Source: an optimization exercise on an open RTL-to-GDS flow (aim: small area and few clock cycles). Production flows keep margins and buffers that such runs may drop. Function was checked by simulation only, so behaviour that the tests miss may differ from the original. Power figures rest on the tool's default switching activity, not on a simulated workload.

// vs1063_ste
module vs1063_ste (
    input  wire        clk,
    input  wire        rst,
    input  wire        host_we,
    input  wire [3:0]  host_addr,
    input  wire [31:0] host_wdata,
    output reg  [31:0] host_rdata,
    output wire        busy,
    output wire [11:0] src_addr,
    input  wire [7:0]  src_rdata,
    output wire [11:0] srcw_addr,
    input  wire [15:0] srcw_rdata,
    output wire        dst_we,
    output wire [11:0] dst_addr,
    output wire [7:0]  dst_wdata,
    output reg         lines_oe,
    output reg         cs_cmd_n,
    output reg         cs_data_n,
    output reg         chip_rst_n,
    output wire        sck,
    output wire        mosi,
    input  wire        miso,
    input  wire        ready
);
    localparam [2:0] E_OK         = 3'd0;
    localparam [2:0] E_INV_FORMAT = 3'd2;
    localparam [2:0] E_OUT_OF_BND = 3'd3;
    localparam [2:0] E_INV_ARG    = 3'd4;
    localparam [2:0] E_ILLEGAL    = 3'd5;
    localparam [2:0] E_NOT_INIT   = 3'd6;
    localparam [4:0] S_IDLE = 5'd0;
    localparam [4:0] S_EXEC = 5'd1;
    localparam [4:0] S_WR   = 5'd2;    
    localparam [4:0] S_LAST = 5'd3;    
    localparam [4:0] S_RAM2 = 5'd4;
    localparam [4:0] S_RMW2 = 5'd5;
    localparam [4:0] S_SGAT = 5'd6;    
    localparam [4:0] S_SSMP = 5'd7;    
    localparam [4:0] S_RAS  = 5'd8;    
    localparam [4:0] S_RRC  = 5'd9;    
    localparam [4:0] S_INI2 = 5'd10;
    localparam [4:0] S_PREC = 5'd11;   
    localparam [4:0] S_PHDR = 5'd12;
    localparam [4:0] S_PD   = 5'd13;
    localparam [4:0] S_AMAG = 5'd14;   
    localparam [4:0] S_AREC = 5'd15;
    localparam [4:0] S_AL1  = 5'd16;
    localparam [4:0] S_AL2  = 5'd17;
    localparam [4:0] S_AA1  = 5'd18;
    localparam [4:0] S_AA2  = 5'd19;
    localparam [4:0] S_AD   = 5'd20;
    localparam [4:0] S_AD2  = 5'd21;
    localparam [4:0] S_FIN  = 5'd22;   
    reg [7:0]  arg_reg;
    reg [15:0] arg_a;
    reg [15:0] arg_b;
    reg [31:0] buf_len;
    reg [15:0] result;
    reg [25:0] xcount;      
  ...
Size in the first run: ~1700 cells after synthesis, roughly 0.012 sq mm of cells after synthesis.
clock: 10.0 ns
lec_check: 0
cap_margin: 20
core_margin: 2
core_utilization: 65
slew_margin: 20
standard.sh (not shown) runs the stock make flow with config.mk's settings and CLKGATE_MAP_FILE= SYNTH_SCRIPT=/design/flow/synth_recipe.tcl, a recipe that flattens the netlist after the stock synthesis.
==> flow/flow/run.sh <==
#!/bin/bash
# Layout flow: the standard flow (standard.sh) with three changes.
#  1. After the standard synthesis, the combinational logic between the
#     registers is remapped for area by ABC (flow/resyn.tcl, flow/resyn.abc).
#     The registers stay the standard synthesis's own cell instances, with
#     the same names and cell types.
#  2. Port buffers use buf_1, the smallest buffer cell, instead of the cell
#     buffer_ports picks by default.
#  3. The clock tree is built from clkbuf_4, in clusters of at most 6 sinks
#     within 40 um, without dummy loads.
# Each tool's output goes to its own log in this folder: std_synth.log,
# resyn.log, std_layout.log (ORFS also keeps per-step logs under orfs/logs/).
set -euo pipefail
R=orfs/results/${FLOW_PLATFORM}/vs1063_ste/base

bash standard.sh synth > std_synth.log 2>&1

cp "$R/1_2_yosys.v" "$R/1_2_yosys_standard.v"
YOSYS=$(command -v yosys || true)
[[ -n "$YOSYS" ]] || YOSYS="$FLOW_HOME/../tools/install/yosys/bin/yosys"
RESYN_LIB="$FLOW_HOME/platforms/${FLOW_PLATFORM}/lib/sky130_fd_sc_hd__tt_025C_1v80.lib" \
RESYN_IN="$R/1_2_yosys_standard.v" \
RESYN_TOP="$FLOW_TOP" \
RESYN_ABC=flow/resyn.abc \
RESYN_STAT=resyn_stat.txt \
RESYN_OUT="$R/1_2_yosys.v" \
  "$YOSYS" -c flow/resyn.tcl > resyn.log 2>&1
rm -f "$R/1_synth.odb" "$R/1_synth.sdc"

export BUFFER_PORTS_ARGS="-buffer_cell sky130_fd_sc_hd__buf_1"
export CTS_ARGS="-sink_clustering_enable -repair_clock_nets -dont_use_dummy_load -buf_list sky130_fd_sc_hd__clkbuf_4 -sink_clustering_size 6 -sink_clustering_max_diameter 40"
bash standard.sh > std_layout.log 2>&1
Other scripts of this flow, unchanged in this note and not shown: flow/flow/resyn.abc, flow/flow/resyn.tcl
Testbench counts at the start, summed over its fixed seeds: cycles 637,937.
Rerun with:
--- a/flow/design.v
+++ b/flow/design.v
@@ -160,33 +160,20 @@
             last_rdy   <= 1'b0;
             lines_oe   <= 1'b0;
             cs_cmd_n   <= 1'b1;
             cs_data_n  <= 1'b1;
             chip_rst_n <= 1'b1;
             st         <= S_IDLE;
             run        <= 1'b0;
             freq       <= 1'b0;
             sck_r      <= 1'b0;
             bdone      <= 1'b0;
-            code       <= 4'd0;
-            ill        <= 1'b0;
-            lbad       <= 1'b0;
-            sh         <= 16'd0;
-            fa         <= 1'b0;
-            rd         <= 1'b0;
-            p          <= 12'd0;
-            rem        <= 13'd0;
-            cnt        <= 15'd0;
-            xc         <= 26'd0;
-            bc         <= 6'd0;
-            rle        <= 1'b0;
-            odd        <= 1'b0;
         end else begin
             if (freq && !run) begin
                 last_rdy <= ready;
                 if (ready) begin
                     cs_cmd_n <= 1'b0;
                     run      <= 1'b1;
                     bc       <= 6'd0;
                     freq     <= 1'b0;
                 end
             end
Cell area came out higher by 4.3%.
Sequential power climbs by 21%.
Total power went up by 25%.
Setup slack gets better by 200 ps.
Clock power decreases by about 1%.
Die area is higher by 4.5%.
Testbench counts after the change, summed over its fixed seeds: cycles 637,937.

---

== before ==
Another version of the RTL of vs1063_ste (not shown whole).
Size in the first run: roughly 13,000 sq um of cells after synthesis.
Settings: LEC_CHECK=0, CAP_MARGIN=20, CORE_MARGIN=2, CORE_UTILIZATION=40, SLEW_MARGIN=20; clock period 10.0 ns.
==> flow/flow/resyn.abc <==
strash
&get -n
&deepsyn -T 30
&put
dch -f
amap
topo
==> flow/flow/resyn.tcl <==
# Remap the combinational logic of the standard synthesis netlist for area.
# Registers stay the standard synthesis's own cell instances (same names,
# same cell types); only the logic between them is rebuilt by ABC.
yosys -import
set lib $::env(RESYN_LIB)
read_liberty -ignore_miss_func $lib
read_verilog $::env(RESYN_IN)
hierarchy -top $::env(RESYN_TOP)
# sequential cells are kept as they are
setattr -mod -set keep_hierarchy 1 sky130_fd_sc_hd__*df* sky130_fd_sc_hd__*dl*
flatten
opt_clean -purge
techmap
opt_clean -purge
set du {}
foreach c {sky130_fd_sc_hd__probe_p_8 sky130_fd_sc_hd__probec_p_8 sky130_fd_sc_hd__lpflow_bleeder_1 sky130_fd_sc_hd__lpflow_clkbufkapwr_1 sky130_fd_sc_hd__lpflow_clkbufkapwr_16 sky130_fd_sc_hd__lpflow_clkbufkapwr_2 sky130_fd_sc_hd__lpflow_clkbufkapwr_4 sky130_fd_sc_hd__lpflow_clkbufkapwr_8 sky130_fd_sc_hd__lpflow_clkinvkapwr_1 sky130_fd_sc_hd__lpflow_clkinvkapwr_16 sky130_fd_sc_hd__lpflow_clkinvkapwr_2 sky130_fd_sc_hd__lpflow_clkinvkapwr_4 sky130_fd_sc_hd__lpflow_clkinvkapwr_8 sky130_fd_sc_hd__lpflow_decapkapwr_12 sky130_fd_sc_hd__lpflow_decapkapwr_3 sky130_fd_sc_hd__lpflow_decapkapwr_4 sky130_fd_sc_hd__lpflow_decapkapwr_6 sky130_fd_sc_hd__lpflow_decapkapwr_8 sky130_fd_sc_hd__lpflow_inputiso0n_1 sky130_fd_sc_hd__lpflow_inputiso0p_1 sky130_fd_sc_hd__lpflow_inputiso1n_1 sky130_fd_sc_hd__lpflow_inputiso1p_1 sky130_fd_sc_hd__lpflow_inputisolatch_1 sky130_fd_sc_hd__lpflow_isobufsrc_1 sky130_fd_sc_hd__lpflow_isobufsrc_16 sky130_fd_sc_hd__lpflow_isobufsrc_2 sky130_fd_sc_hd__lpflow_isobufsrc_4 sky130_fd_sc_hd__lpflow_isobufsrc_8 sky130_fd_sc_hd__lpflow_isobufsrckapwr_16 sky130_fd_sc_hd__lpflow_lsbuf_lh_hl_isowell_tap_1 sky130_fd_sc_hd__lpflow_lsbuf_lh_hl_isowell_tap_2 sky130_fd_sc_hd__lpflow_lsbuf_lh_hl_isowell_tap_4 sky130_fd_sc_hd__lpflow_lsbuf_lh_isowell_4 sky130_fd_sc_hd__lpflow_lsbuf_lh_isowell_tap_1 sky130_fd_sc_hd__lpflow_lsbuf_lh_isowell_tap_2 sky130_fd_sc_hd__lpflow_lsbuf_lh_isowell_tap_4} { lappend du -dont_use $c }
abc -liberty $lib {*}$du -script $::env(RESYN_ABC)
opt_clean -purge
# cell definitions back to library blackboxes
delete sky130_fd_sc_hd__*
read_liberty -lib $lib
hierarchy -top $::env(RESYN_TOP)
hilomap -singleton -hicell sky130_fd_sc_hd__conb_1 HI -locell sky130_fd_sc_hd__conb_1 LO
insbuf -buf sky130_fd_sc_hd__buf_4 A X
yosys rename -hide w:*.*
check -assert -mapped
tee -o $::env(RESYN_STAT) stat -liberty $lib
write_verilog -noattr -nohex -nodec $::env(RESYN_OUT)
Scripts as last shown in full above: flow/flow/run.sh
Testbench counts of before, summed over its fixed seeds: cycles 637,937.
The following lists how after was set up differently from before:
-- flow/design.v --
<<< before, line 88
    reg        lbad;        
    reg [15:0] sh;          
    reg [7:0]  l_reg;       
    reg [2:0]  rsel;        
    reg        rd;          
    reg [11:0] p;           
>>> after, line 88
    reg        lbad;        
    reg [15:0] sh;          
    reg        fa;          
    reg        rd;          
    reg [11:0] p;           
<<< before, line 111
    wire fend = run & ~strm & ~sck_r & bc[5];
    wire [7:0] b0 = {6'b000000, 1'b1, rd};
    localparam [2:0] R_USER = 3'd0;
    localparam [2:0] R_WADR = 3'd2;    
    localparam [2:0] R_WRAM = 3'd3;    
    localparam [2:0] R_AIAD = 3'd6;    
    localparam [2:0] R_CLKF = 3'd4;    
    localparam [2:0] R_VOL  = 3'd5;    
    reg [7:0] rb;
    always @(*) begin
        case (rsel)
            R_WADR:  rb = 8'h07;
            R_WRAM:  rb = 8'h06;
            R_AIAD:  rb = 8'h0A;
            R_CLKF:  rb = 8'h03;
            R_VOL:   rb = 8'h0B;
            default: rb = l_reg;
        endcase
    end
    wire       fbit = bc[3] ? rb[~bc[2:0]] : b0[~bc[2:0]];
>>> after, line 110
    wire fend = run & ~strm & ~sck_r & bc[5];
    wire [7:0] b0 = {6'b000000, 1'b1, rd};
    wire usr = (code[3:1] == 3'b001) | (code[3:1] == 3'b100);
    reg [7:0] rb;
    always @(*) begin
        if (usr)
            rb = rem[7:0];
        else if (code == 4'hC)
            rb = fa ? 8'h03 : 8'h0B;
        else if (code == 4'hB && st == S_LAST)
            rb = 8'h0A;
        else
            rb = fa ? 8'h07 : 8'h06;
    end
    wire       fbit = bc[3] ? rb[~bc[2:0]] : b0[~bc[2:0]];
<<< before, line 142
    wire [15:0] cmpy = (st == S_PHDR) ? {1'b0, hq} : {cnt, odd};
    wire        fits = cmpy < {3'b000, rem};
    reg [7:0] magic;
    always @(*) begin
>>> after, line 136
    wire [15:0] cmpy = (st == S_PHDR) ? {1'b0, hq} : {cnt, odd};
    wire        fits = cmpy < {3'b000, rem};
    wire w_buf = (host_wdata[3:1] == 3'b010) || (host_wdata[3:1] == 3'b101);
    reg [7:0] magic;
    always @(*) begin
<<< before, line 196
                    cs_cmd_n <= 1'b1;
                    run      <= 1'b0;
                end else begin
                    sck_r <= 1'b1;
>>> after, line 191
                    cs_cmd_n <= 1'b1;
                    run      <= 1'b0;
                    fa       <= 1'b0;
                end else begin
                    sck_r <= 1'b1;
<<< before, line 212
                                      (host_wdata[3:1] == 3'b111);
                            sh     <= arg_a;
                            l_reg  <= arg_reg;
                            rsel   <= R_USER;
                            rem    <= buf_len[12:0];
                            lbad   <= (buf_len[31:13] != 19'd0) ||
                                      (buf_len[12] && buf_len[11:0] != 12'd0);
                            p      <= 12'd0;
                            xc     <= (host_wdata[3:1] == 3'b010 || host_wdata[3:1] == 3'b101) ? 26'd0 :
                                      {10'd0, host_wdata[3] ? arg_a : arg_b};
                        end
>>> after, line 208
                                      (host_wdata[3:1] == 3'b111);
                            sh     <= arg_a;
                            rem    <= w_buf ? buf_len[12:0] : {5'd0, arg_reg};
                            lbad   <= (buf_len[31:13] != 19'd0) ||
                                      (buf_len[12] && buf_len[11:0] != 12'd0);
                            p      <= 12'd0;
                            xc     <= w_buf ? 26'd0 :
                                      {10'd0, host_wdata[3] ? arg_a : arg_b};
                        end
<<< before, line 258
                            4'h4, 4'h5: st <= S_SGAT;
                            4'h6, 4'h7: begin
                                rsel <= R_WADR;
                                freq <= 1'b1;
                                st   <= S_RAM2;
>>> after, line 252
                            4'h4, 4'h5: st <= S_SGAT;
                            4'h6, 4'h7: begin
                                fa   <= 1'b1;
                                freq <= 1'b1;
                                st   <= S_RAM2;
<<< before, line 315
                    if (fend) begin
                        sh   <= xc[15:0];
                        rsel <= R_WRAM;
                        rd   <= code[0];
                        freq <= 1'b1;
>>> after, line 309
                    if (fend) begin
                        sh   <= xc[15:0];
                        rd   <= code[0];
                        freq <= 1'b1;
<<< before, line 371
                        end else begin
                            sh   <= 16'h6000;
                            rsel <= R_CLKF;
                            freq <= 1'b1;
                            st   <= S_INI2;
>>> after, line 364
                        end else begin
                            sh   <= 16'h6000;
                            fa   <= 1'b1;
                            freq <= 1'b1;
                            st   <= S_INI2;
<<< before, line 382
                    if (fend) begin
                        sh   <= 16'h2020;
                        rsel <= R_VOL;
                        freq <= 1'b1;
                        st   <= S_LAST;
>>> after, line 375
                    if (fend) begin
                        sh   <= 16'h2020;
                        freq <= 1'b1;
                        st   <= S_LAST;
<<< before, line 413
                        p    <= p_inc;
                        rem  <= rem_dec;
                        rsel <= R_WADR;
                        freq <= 1'b1;
                        st   <= S_PD;
>>> after, line 405
                        p    <= p_inc;
                        rem  <= rem_dec;
                        fa   <= 1'b1;
                        freq <= 1'b1;
                        st   <= S_PD;
<<< before, line 420
                S_PD: begin
                    if (fend) begin
                        rsel <= R_WRAM;
                        if (cnt == 15'd0) begin
                            if (rle) begin
>>> after, line 412
                S_PD: begin
                    if (fend) begin
                        if (cnt == 15'd0) begin
                            if (rle) begin
<<< before, line 503
                    sh[7:0] <= src_rdata;
                    if (rle) begin
                        rsel <= R_AIAD;
                        freq <= 1'b1;
                        st   <= S_LAST;
>>> after, line 494
                    sh[7:0] <= src_rdata;
                    if (rle) begin
                        freq <= 1'b1;
                        st   <= S_LAST;
<<< before, line 513
                        st      <= S_IDLE;
                    end else begin
                        rsel <= R_WADR;
                        freq <= 1'b1;
                        p    <= p_inc;
>>> after, line 503
                        st      <= S_IDLE;
                    end else begin
                        fa   <= 1'b1;
                        freq <= 1'b1;
                        p    <= p_inc;
<<< before, line 522
                S_AD: begin
                    if (fend) begin
                        rsel <= R_WRAM;
                        if (cnt == 15'd0) begin
                            if (odd) begin
>>> after, line 512
                S_AD: begin
                    if (fend) begin
                        if (cnt == 15'd0) begin
                            if (odd) begin
==> notes.md <==
after completed end to end with timing, DRC and antenna clean. In after, the number of inverters outside the clock class in the layout came out 7 below the value in before. Lower number of cells traversed by the worst register-to-register path goes to before over after. Utilization (higher): before. Against before, post-synthesis average cell area in after fell slightly. after reports a lower number of inserted filler cells in the final layout than before does. Summary of after over before: via-per-instance ratio rose by about 4%; die area shrank by 3.0%; routed wire length picked up an extra about 2.3%; critical path depth +5.
Testbench counts of after, summed over its fixed seeds: cycles 637,937.

-- afterwards: timing with drivers on the ports --
In the flow no input, the clock included, has a driving cell. The finished layouts below were timed again as built, in two steps. Step 1, drivers: a clkbuf_16 drives clk and a buf_2 each remaining input, both assumed. Step 2 moves the port delays by t, midway between the first and last clock arrival at a register: inputs arrive t later, outputs are due t later. That takes back most of the time a late clock gives input paths. Three values: ideal, step 1, step 2; two values: the first two.
run	t, ns	setup slack, ns	cell pins on the clock port's net
the first run of note 1	0.705	2.094 / 2.094 / 1.882	1
the second run of note 1	0.707	2.296 / 2.296 / 1.980	1
before	0.719	1.386 / 1.386 / 1.386	1
after	0.768	2.048 / 2.048 / 1.588	1
After both steps every run listed still meets setup and hold. For after, which loses most, drivers alone change the setup slack by 0.000 ns; drivers and shift together by -0.460 ns.
